This is an optimization exercise on Yosys and OpenROAD, whose aim is small area, a short achievable clock period and few clock cycles per item, not a production implementation.
Function was checked by simulation only, so behaviour that the tests miss may differ from the original.
No activity file was given, so power comes from the tool's default toggle rates.

==> flow/design.v <==
module lzdec (
    input  wire        clk,
    input  wire        rst,             
    input  wire        cmd_valid,
    output wire        cmd_ready,
    input  wire        cmd_kind,        
    input  wire        cmd_len_known,
    input  wire        cmd_cap_en,
    input  wire [15:0] cmd_src_len,
    input  wire [31:0] cmd_skip,
    input  wire [31:0] cmd_take,
    input  wire [31:0] cmd_max_out,
    input  wire [7:0]  cmd_fill,
    input  wire        in_valid,
    input  wire [7:0]  in_data,
    output wire        in_ready,
    output wire        out_valid,
    output wire [7:0]  out_data,
    input  wire        out_ready,
    output wire        done,
    output wire [2:0]  err,
    output wire        win_we,
    output wire [11:0] win_waddr,
    output wire [7:0]  win_wdata,
    output wire [11:0] win_raddr,
    input  wire [7:0]  win_rdata
);
    localparam [11:0] CUR_INIT = 12'd4078;
    localparam [2:0] E_NONE  = 3'd0,
                     E_TRUNC = 3'd1,
                     E_RANGE = 3'd3,
                     E_OVF   = 3'd4;
    localparam [4:0] S_IDLE    = 5'd0,
                     S_FIN     = 5'd1,
                     S_L_FLAG  = 5'd2,
                     S_L_NEXT  = 5'd3,
                     S_L_LIT   = 5'd4,
                     S_L_M0    = 5'd5,
                     S_L_M1    = 5'd6,
                     S_G_FIRST = 5'd7,
                     S_G_TOK   = 5'd8,
                     S_G_P1    = 5'd9,
                     S_G_P2    = 5'd10,
                     S_G_LIT   = 5'd11,
                     S_G_SHORT = 5'd12,
                     S_G_NEAR  = 5'd13,
                     S_G_GD    = 5'd14,
                     S_G_GC    = 5'd15,
                     S_G_FARLO = 5'd16,
                     S_CHECK   = 5'd17,
                     S_C_RD    = 5'd18,
                     S_C_WT    = 5'd19,
                     S_C_NX    = 5'd20,
                     S_PROD    = 5'd21;
    localparam [1:0] G_SEL   = 2'd0,    
                     G_REPN  = 2'd1,    
                     G_FARN  = 2'd2;    
    reg  [4:0]  state;
    reg  [4:0]  ret;           
    reg  [4:0]  tok_ret;       
    reg         kind;
    reg         len_known;
    reg         cap_en;
    reg  [15:0] src_len;
    reg  [31:0] max_out;
    reg  [7:0]  fill;
    reg  [15:0] pos;
    reg  [31:0] out_count;
    reg  [31:0] skip_rem;
    reg  [31:0] take_rem;
    reg  [11:0] cur;
    reg  [12:0] wcount;        
    reg  [2:0]  err_r;
    reg  [7:0]  flags;
    reg  [3:0]  fcnt;
    reg  [7:0]  acc;
    reg  [3:0]  bcnt;
    reg         lwm;
    reg  [12:0] last_off;
    reg  [31:0] g;
    reg  [1:0]  gsel;
    reg  [31:0] h;
    reg  [7:0]  b;
    reg  [7:0]  byte0;
    reg  [12:0] d;
    reg         d_big;         
    reg  [33:0] n;
    reg  [1:0]  sbits;
    reg  [3:0]  sd;
    reg         set_last;
    wire src_empty = (pos == src_len);
    wire want_byte = (state == S_L_FLAG) || (state == S_L_LIT) ||
                     (state == S_L_M0)   || (state == S_L_M1)  ||
                     (state == S_G_FIRST) || (state == S_G_LIT) ||
                     (state == S_G_NEAR) || (state == S_G_FARLO);
    wire want_bit  = (state == S_G_TOK) || (state == S_G_P1) ||
                     (state == S_G_P2)  || (state == S_G_SHORT) ||
                     (state == S_G_GD)  || (state == S_G_GC);
    wire refill    = want_bit && (bcnt == 4'd0);
    assign in_ready = (want_byte || refill) && !src_empty;
    wire   byte_take = in_ready && in_valid;
    wire bit_ok  = want_bit && ((bcnt != 4'd0) || byte_take);
    wire bit_val = (bcnt != 4'd0) ? acc[7] : in_data[7];
    wire eoi = (want_byte || refill) && src_empty;
    wire cap_hit   = cap_en && (out_count == max_out);
    wire skipping  = (skip_rem != 32'd0);
    wire prod_go   = (state == S_PROD) && !cap_hit && (skipping || out_ready);
    assign out_valid = (state == S_PROD) && !cap_hit && !skipping;
    assign out_data  = b;
    assign win_we    = prod_go;
    assign win_waddr = cur;
    assign win_wdata = b;
    assign win_raddr = cur - d[11:0];
    assign cmd_ready = (state == S_IDLE);
    assign done      = (state == S_FIN);
    assign err       = err_r;
    wire [31:0] g_next  = {g[30:0], bit_val};
    wire [31:0] h_sel   = lwm ? (g - 32'd2) : (g - 32'd3);
    wire [12:0] d_far   = {h[4:0], in_data};
    wire        big_far = (h > 32'd16);
    wire [33:0] far_n   = {2'b00, g} + ((d >= 13'd1280 || d_big) ? 34'd1 : 34'd0)
                                     + ((d < 13'd128 && !d_big) ? 34'd2 : 34'd0);
    always @(posedge clk) begin
        if (rst) begin
            state <= S_IDLE;
            err_r <= E_NONE;
            cur   <= CUR_INIT;
            d     <= 13'd0;
        end else begin
            if (byte_take)
                pos <= pos + 16'd1;
            if (bit_ok) begin
                if (bcnt != 4'd0) begin
                    acc  <= {acc[6:0], 1'b0};
                    bcnt <= bcnt - 4'd1;
                end else begin
                    acc  <= {in_data[6:0], 1'b0};
                    bcnt <= 4'd7;
                end
            end
            if (eoi) begin
                err_r <= len_known ? E_TRUNC : E_NONE;
                state <= S_FIN;
            end
            case (state)
            S_IDLE: begin
                if (cmd_valid) begin
                    kind      <= cmd_kind;
                    len_known <= cmd_len_known;
                    cap_en    <= cmd_cap_en;
                    src_len   <= cmd_src_len;
                    max_out   <= cmd_max_out;
                    fill      <= cmd_fill;
                    skip_rem  <= cmd_skip;
                    take_rem  <= cmd_take;
                    pos       <= 16'd0;
                    out_count <= 32'd0;
                    cur       <= CUR_INIT;
                    wcount    <= 13'd0;
                    flags     <= 8'd0;
                    fcnt      <= 4'd0;
                    acc       <= 8'd0;
                    bcnt      <= 4'd0;
                    lwm       <= 1'b0;
                    last_off  <= 13'd0;
                    tok_ret   <= cmd_kind ? S_G_TOK : S_L_NEXT;
                    err_r     <= E_NONE;
                    if (cmd_len_known && cmd_take == 32'd0)
                        state <= S_FIN;
                    else
                        state <= cmd_kind ? S_G_FIRST : S_L_FLAG;
                end
            end
            S_FIN: state <= S_IDLE;
            S_L_FLAG: if (byte_take) begin
                flags <= in_data;
                fcnt  <= 4'd8;
                state <= S_L_NEXT;
            end
            S_L_NEXT: begin
                if (fcnt == 4'd0) begin
                    state <= S_L_FLAG;
                end else begin
                    flags <= {1'b0, flags[7:1]};
                    fcnt  <= fcnt - 4'd1;
                    state <= flags[0] ? S_L_LIT : S_L_M0;
                end
            end
            S_L_LIT: if (byte_take) begin
                b     <= in_data;
                ret   <= S_L_NEXT;
                state <= S_PROD;
            end
            S_L_M0: if (byte_take) begin
                byte0 <= in_data;
                state <= S_L_M1;
            end
            S_L_M1: if (byte_take) begin
                d        <= {1'b0, in_data[7:4], byte0};
                d_big    <= 1'b0;
                n        <= {30'd0, in_data[3:0]} + 34'd3;
                set_last <= 1'b0;
                state    <= S_CHECK;
            end
            S_G_FIRST: if (byte_take) begin
                b     <= in_data;
                lwm   <= 1'b0;
                ret   <= S_G_TOK;
                state <= S_PROD;
            end
            S_G_TOK: if (bit_ok) begin
                state <= bit_val ? S_G_P1 : S_G_LIT;
            end
            S_G_P1: if (bit_ok) begin
                if (bit_val) begin
                    state <= S_G_P2;
                end else begin
                    g     <= 32'd1;
                    gsel  <= G_SEL;
                    state <= S_G_GD;
                end
            end
            S_G_P2: if (bit_ok) begin
                if (bit_val) begin
                    sbits <= 2'd0;
                    sd    <= 4'd0;
                    state <= S_G_SHORT;
                end else begin
                    state <= S_G_NEAR;
                end
            end
            S_G_LIT: if (byte_take) begin
                b     <= in_data;
                lwm   <= 1'b0;
                ret   <= S_G_TOK;
                state <= S_PROD;
            end
            S_G_SHORT: if (bit_ok) begin
                sd    <= {sd[2:0], bit_val};
                sbits <= sbits + 2'd1;
                if (sbits == 2'd3) begin
                    lwm <= 1'b0;
                    if ({sd[2:0], bit_val} == 4'd0) begin
                        b     <= 8'h00;
                        ret   <= S_G_TOK;
                        state <= S_PROD;
                    end else begin
                        d        <= {9'd0, sd[2:0], bit_val};
                        d_big    <= 1'b0;
                        n        <= 34'd1;
                        set_last <= 1'b0;
                        state    <= S_CHECK;
                    end
                end
            end
            S_G_NEAR: if (byte_take) begin
                if (in_data[7:1] == 7'd0) begin
                    err_r <= len_known ? E_TRUNC : E_NONE;
                    state <= S_FIN;
                end else begin
                    d        <= {6'd0, in_data[7:1]};
                    d_big    <= 1'b0;
                    n        <= in_data[0] ? 34'd3 : 34'd2;
                    lwm      <= 1'b1;
                    set_last <= 1'b1;
                    state    <= S_CHECK;
                end
            end
            S_G_GD: if (bit_ok) begin
                g     <= g_next;
                state <= S_G_GC;
            end
            S_G_GC: if (bit_ok) begin
                if (bit_val) begin
                    if (g[31]) begin
                        err_r <= E_RANGE;
                        state <= S_FIN;
                    end else begin
                        state <= S_G_GD;
                    end
                end else begin
                    case (gsel)
                    G_SEL: begin
                        if (!lwm && g == 32'd2) begin
                            g     <= 32'd1;
                            gsel  <= G_REPN;
                            state <= S_G_GD;
                        end else begin
                            h     <= h_sel;
                            state <= S_G_FARLO;
                        end
                    end
                    G_REPN: begin
                        d        <= last_off;
                        d_big    <= 1'b0;
                        n        <= {2'b00, g};
                        lwm      <= 1'b1;
                        set_last <= 1'b0;
                        state    <= S_CHECK;
                    end
                    default: begin
                        n        <= far_n;
                        lwm      <= 1'b1;
                        set_last <= 1'b1;
                        state    <= S_CHECK;
                    end
                    endcase
                end
            end
            S_G_FARLO: if (byte_take) begin
                d     <= d_far;
                d_big <= big_far;
                g     <= 32'd1;
                gsel  <= G_FARN;
                state <= S_G_GD;
            end
            S_CHECK: begin
                if (d == 13'd0 || d_big || d > 13'd4096) begin
                    err_r <= E_RANGE;
                    state <= S_FIN;
                end else begin
                    if (set_last)
                        last_off <= d;
                    state <= S_C_RD;
                end
            end
            S_C_RD: state <= S_C_WT;
            S_C_WT: begin
                b     <= (d > wcount) ? fill : win_rdata;
                ret   <= S_C_NX;
                state <= S_PROD;
            end
            S_C_NX: begin
                if (n == 34'd1) begin
                    state <= tok_ret;
                end else begin
                    n     <= n - 34'd1;
                    state <= S_C_RD;
                end
            end
            S_PROD: begin
                if (cap_hit) begin
                    err_r <= E_OVF;
                    state <= S_FIN;
                end else if (prod_go) begin
                    cur       <= cur + 12'd1;
                    out_count <= out_count + 32'd1;
                    if (wcount != 13'd4096)
                        wcount <= wcount + 13'd1;
                    if (skipping) begin
                        skip_rem <= skip_rem - 32'd1;
                        state    <= ret;
                    end else if (len_known) begin
                        take_rem <= take_rem - 32'd1;
                        if (take_rem == 32'd1)
                            state <= S_FIN;
                        else
                            state <= ret;
                    end else begin
                        state <= ret;
                    end
                end
            end
            default: state <= S_IDLE;
            endcase
        end
    end
endmodule
==> flow/run.sh <==
#!/bin/bash
# synth_recipe.tcl (not shown) runs the flow's synth.tcl, then flattens the netlist and writes it again
# the make line also repeats each setting of config.mk as NAME=value (left out here)
make -C /OpenROAD-flow-scripts/flow DESIGN_CONFIG=/design/flow/config.mk WORK_HOME=/design/flow/orfs CLKGATE_MAP_FILE= SYNTH_SCRIPT=/design/flow/synth_recipe.tcl finish
==> flow/config.mk <==
export PLATFORM = sky130hd
export DESIGN_NAME = lzdec
export DESIGN_NICKNAME = lzdec
export VERILOG_FILES = /design/flow/design.v
export SDC_FILE = /design/flow/constraint.sdc
export NUM_CORES = 4
export LEC_CHECK = 0
export CAP_MARGIN = 20
export CORE_MARGIN = 2
export CORE_UTILIZATION = 40
export SLEW_MARGIN = 20
==> flow/constraint.sdc <==
create_clock -name core_clock -period 6.0 [get_ports {clk}]
set_input_delay 1.2000 -clock core_clock [delete_from_list [all_inputs] [get_ports {clk}]]
set_output_delay 1.2000 -clock core_clock [all_outputs]
set_load 0.01 [all_outputs]
==> run_results.csv <==
group,metric,value,unit
sta,rsz0062_at_grt,"false",
sta,finalCriticalPeriod,5.156,ns
global_routing,antenna_found_initial,0,
final_layout,multi_input_area,9646,um2
global_routing,grt_pass1_vias,16850,
power,p_seq_share,41.4,%
final_layout,fin_nets,2446,
floorplan,start_util,40.57,%
routing,via_per_inst,5.671,
floorplan,die_h,235.1,um
place,dp_cells,2898,
flow_run,cap_violations,0,
yosys,syn_avg_cell_area,10.28,um2
cts,cts.path.max_buffers,3,
final_layout,num-fill-cells,4812,
routing,drt_wl_total,60.86,mm
sta,final-max-slew-violation-count,0,
setup_path,worstSetupPathType,"reg -> out",
cts,cts_tree,"built",
setup_path,crit_buf_inv,3,
cts,clock-sinks,382,
setup_path,max_stage_delay,0.88,ns
floorplan,ioPinCount,192,
cts,h-tree-depth,2,
floorplan,design.die.area,55270,um2
yosys,yosysSeqAreaShare,52.16,%
yosys,synthesis.nets,2268,
yosys,synth_seq_cells,382,
power,power_switching_share,32.92,%
setup_path,cp_slowest_cell,"dfxtp_1",
status,status,"no timing/DRC/antenna violations",
global_routing,grt_max_degree,119,
floorplan,rows,84,
routing,drtAntennaViolNets,0,
power,ir_worst_vdd,0.2327,mV
sta,hold_viol,0,
routing,wl_per_cell,20.44,um
final_layout,diodes,0,
final_layout,drive_gt1_share,6.638,%
cts,root_buffer,"clkbuf_16",
final_layout,seqCellArea,11140,um2
setup_path,cpLargestDelayFamily,"buffers and inverters",
cts,clk_pin_slew,0.06,ns
power,leakagePower,8.753,nW
setup_path,cp_common_cell,"nor2_1",
final_layout,layoutNonFillerInstCount,2978,
setup_path,worstPathRequired,4.80,ns
global_routing,grtUsageTotal,21.77,%
routing,drtIter0Drc,1594,
sta,skew,0.02860,ns
final_layout,areaGrowthSynthToFinish,20.45,%
yosys,synth_cell_type_count,82,
setup_path,crit_fanout,23,
routing,drc,0,
power,internal_power,6.206,mW
yosys,synth-warning-count,1,
setup_path,startpoint_type,"register",
power,finalPower,9.251,mW
final_layout,layout_common_cells,"349 x edfxtp_1, 227 x nor2_1, 206 x nand2_1",
sta,setup_viol,0,
global_routing,grt-ovfl-total,0,
routing,vias,16890,
floorplan,die_width,235.1,um
floorplan,core,52660,um2
yosys,synthCells,2078,
final_layout,final_common_cell,"edfxtp_1",
cts,cts_made_buffers,44,
cts,clk_latency,0.58,ns
cts,holdBufCountCts,0,
power,combPwrFrac,27.0,%
global_routing,grt_pass1_wl,96.19,mm
sta,max_freq,194.0,MHz
place,hpwl,43.56,mm
power,switchingPower,3.045,mW
yosys,synth_edf_count,349,
place,globalplace.congestion,0.9398,
setup_path,worstPathCellList,"clkinv_1 > nor2_1 > nand3_4 > nor2_1 > inv_1 > nor2_1 > clkdlybuf4s50_1",
power,powerDensity,359.5,nW/um2
cts,ctsResizeCount,0,
final_layout,utilization,48.86,%
routing,dr.pass1.iters,5,
setup_path,endpoint_kind,"output pin",
sta,worst_slew_pin_slew,1.031,ns
place,port_buffers,191,
yosys,synth-async-reset-ratio,0,%
min_path,min_path_type,"reg -> reg",
cts,cts_setup_buffers,0,
yosys,syn_area,21360,um2
sta,slew_headroom,31.03,%
yosys,ys.flop_type,"edfxtp_1",
setup_path,cp.arrival,3.96,ns
sta,period_share,85.93,%
sta,fin_setup_tns,0,ns
power,power_frac_clock,31.6,%
-- area by class of cell --
class,count,share of cell area (%)
Multi-Input combinational cell,1523,37.49
Clock buffer,57,4.790
Sequential cell,382,43.30
Inverter,67,0.9775
Clock inverter,23,1.294
Tap cell,688,3.346
Timing Repair Buffer,238,8.802
-- synth_stat cells, types with 27 or more instances --
cell type | number | share of area [%]
xnor2_1 | 135 | 5.5
nor2_1 | 229 | 4.0
nor3_1 | 62 | 1.5
xor2_1 | 126 | 5.2
nand2_1 | 206 | 3.6
edfxtp_1 | 349 | 49
a21oi_1 | 64 | 1.5
o22ai_1 | 34 | 1.0
o21ai_0 | 95 | 2.2
nand3_1 | 68 | 1.6
nor4_1 | 63 | 1.8
inv_1 | 65 | 1.1
and3_1 | 58 | 1.7
clkbuf_1 | 89 | 1.6
nand4_1 | 30 | 0.88
ha_1 | 44 | 2.6
dfxtp_1 | 33 | 3.1
or3_1 | 27 | 0.79
-- layer usage --
| layer | vias to the layer above | GRT usage [%] | wire (um) |
|---|---|---|---|
| li1 | 8013 | - | - |
| met5 | - | 0 | 0 |
| met2 | 550 | 33.97 | 27280 |
| met1 | 8217 | 30.47 | 27630 |
| met3 | 108 | 3.701 | 3925 |
| met4 | 0 | 7.863 | 2026 |
-- power groups by stage --
stage	logic, mW	registers (mW)	clock network [mW]
CTS	2.49	3.83	2.98
floorplan	1.51	3.71	0
finish	2.50	3.83	2.92
global placement	2.46	3.87	0
global route	2.74	3.89	3.08
detailed placement	2.47	3.88	0
-- through the flow --
stage               area [um2]  hold WS [ns]  worst slack [ns]
detailed placement       24150        0.5230             1.531
finish                   25730        0.5357            0.8441
floorplan                21360        0.4994            0.3319
CTS                      25720        0.5424            0.8702
global route             25730        0.5679            0.6810
global placement         24150        0.5259             1.638
-- state kept, by name (all words and copies together) (netlist names), 32 cells and up --
signal	count
n	34
skip_rem	32
max_out	32
h	32
out_count	32
g	32
take_rem	32
-- worst min-delay path, delay by kind of cell, from the launching register on --
family,cells,cell delay [ns]
simple gates,1,0.06
compound gates,1,0.07
flops,1,0.36
-- cell families after synthesis --
logic type / after synthesis / share of synthesized area (%)
AOI/OAI and AO/OA: 345 / 10.60
xor gates and xnor gates: 261 / 10.70
adders and majority gates: 47 / 2.812
buffers and inverters: 173 / 3.245
DFF: 382 / 52.16
muxes: 10 / 0.4745
and+or+nand+nor: 860 / 20.02
-- worst paths after layout --
| path | cells past startpoint | from | slack [ns] | endpoint |
|---|---|---|---|---|
| min reg2reg | 2 | last_off[7]$_SDFFCE_PN0P_ | 0.54 | d[7]$_SDFFE_PP0P_ |
| min | 2 | last_off[7]$_SDFFCE_PN0P_ | 0.54 | d[7]$_SDFFE_PP0P_ |
| max | 7 | state[2]$_SDFF_PP0_ | 0.84 | win_we |
| max reg2reg | 13 | state[3]$_SDFF_PP0_ | 1.70 | n[26]$_DFFE_PP_ |
Testbench counts, summed over its fixed seeds: cycles 2,468,972, bytes 529,560.

static timing again, ports no longer ideal:
Ports are ideal in the flow. The routed layout listed here was re-timed in OpenROAD. Step 1 sets driving cells, clkbuf_16 on the clock port and buf_2 on the other inputs (assumed; they add their load-dependent delay and slew). Step 2 times the ports against the registers' clock, not the clock port: input delays grow and output delays shrink by t, the midpoint of the rising clock arrivals with the driver on. Slacks: ideal ports / drivers / drivers and shift; pairs: ideal ports / drivers.
shift t [ns]: 0.623
slack for setup (ns): 0.844 / 0.787 / 1.411
latest minus earliest clock arrival (ns): 0.028 / 0.029
slew at the worst register clock pin (ns): 0.06 / 0.06
pins driven straight from the clock port: 1
After both steps this run still meets setup and hold. For this run, drivers alone change the setup slack by -0.057 ns; drivers and shift together by +0.567 ns.
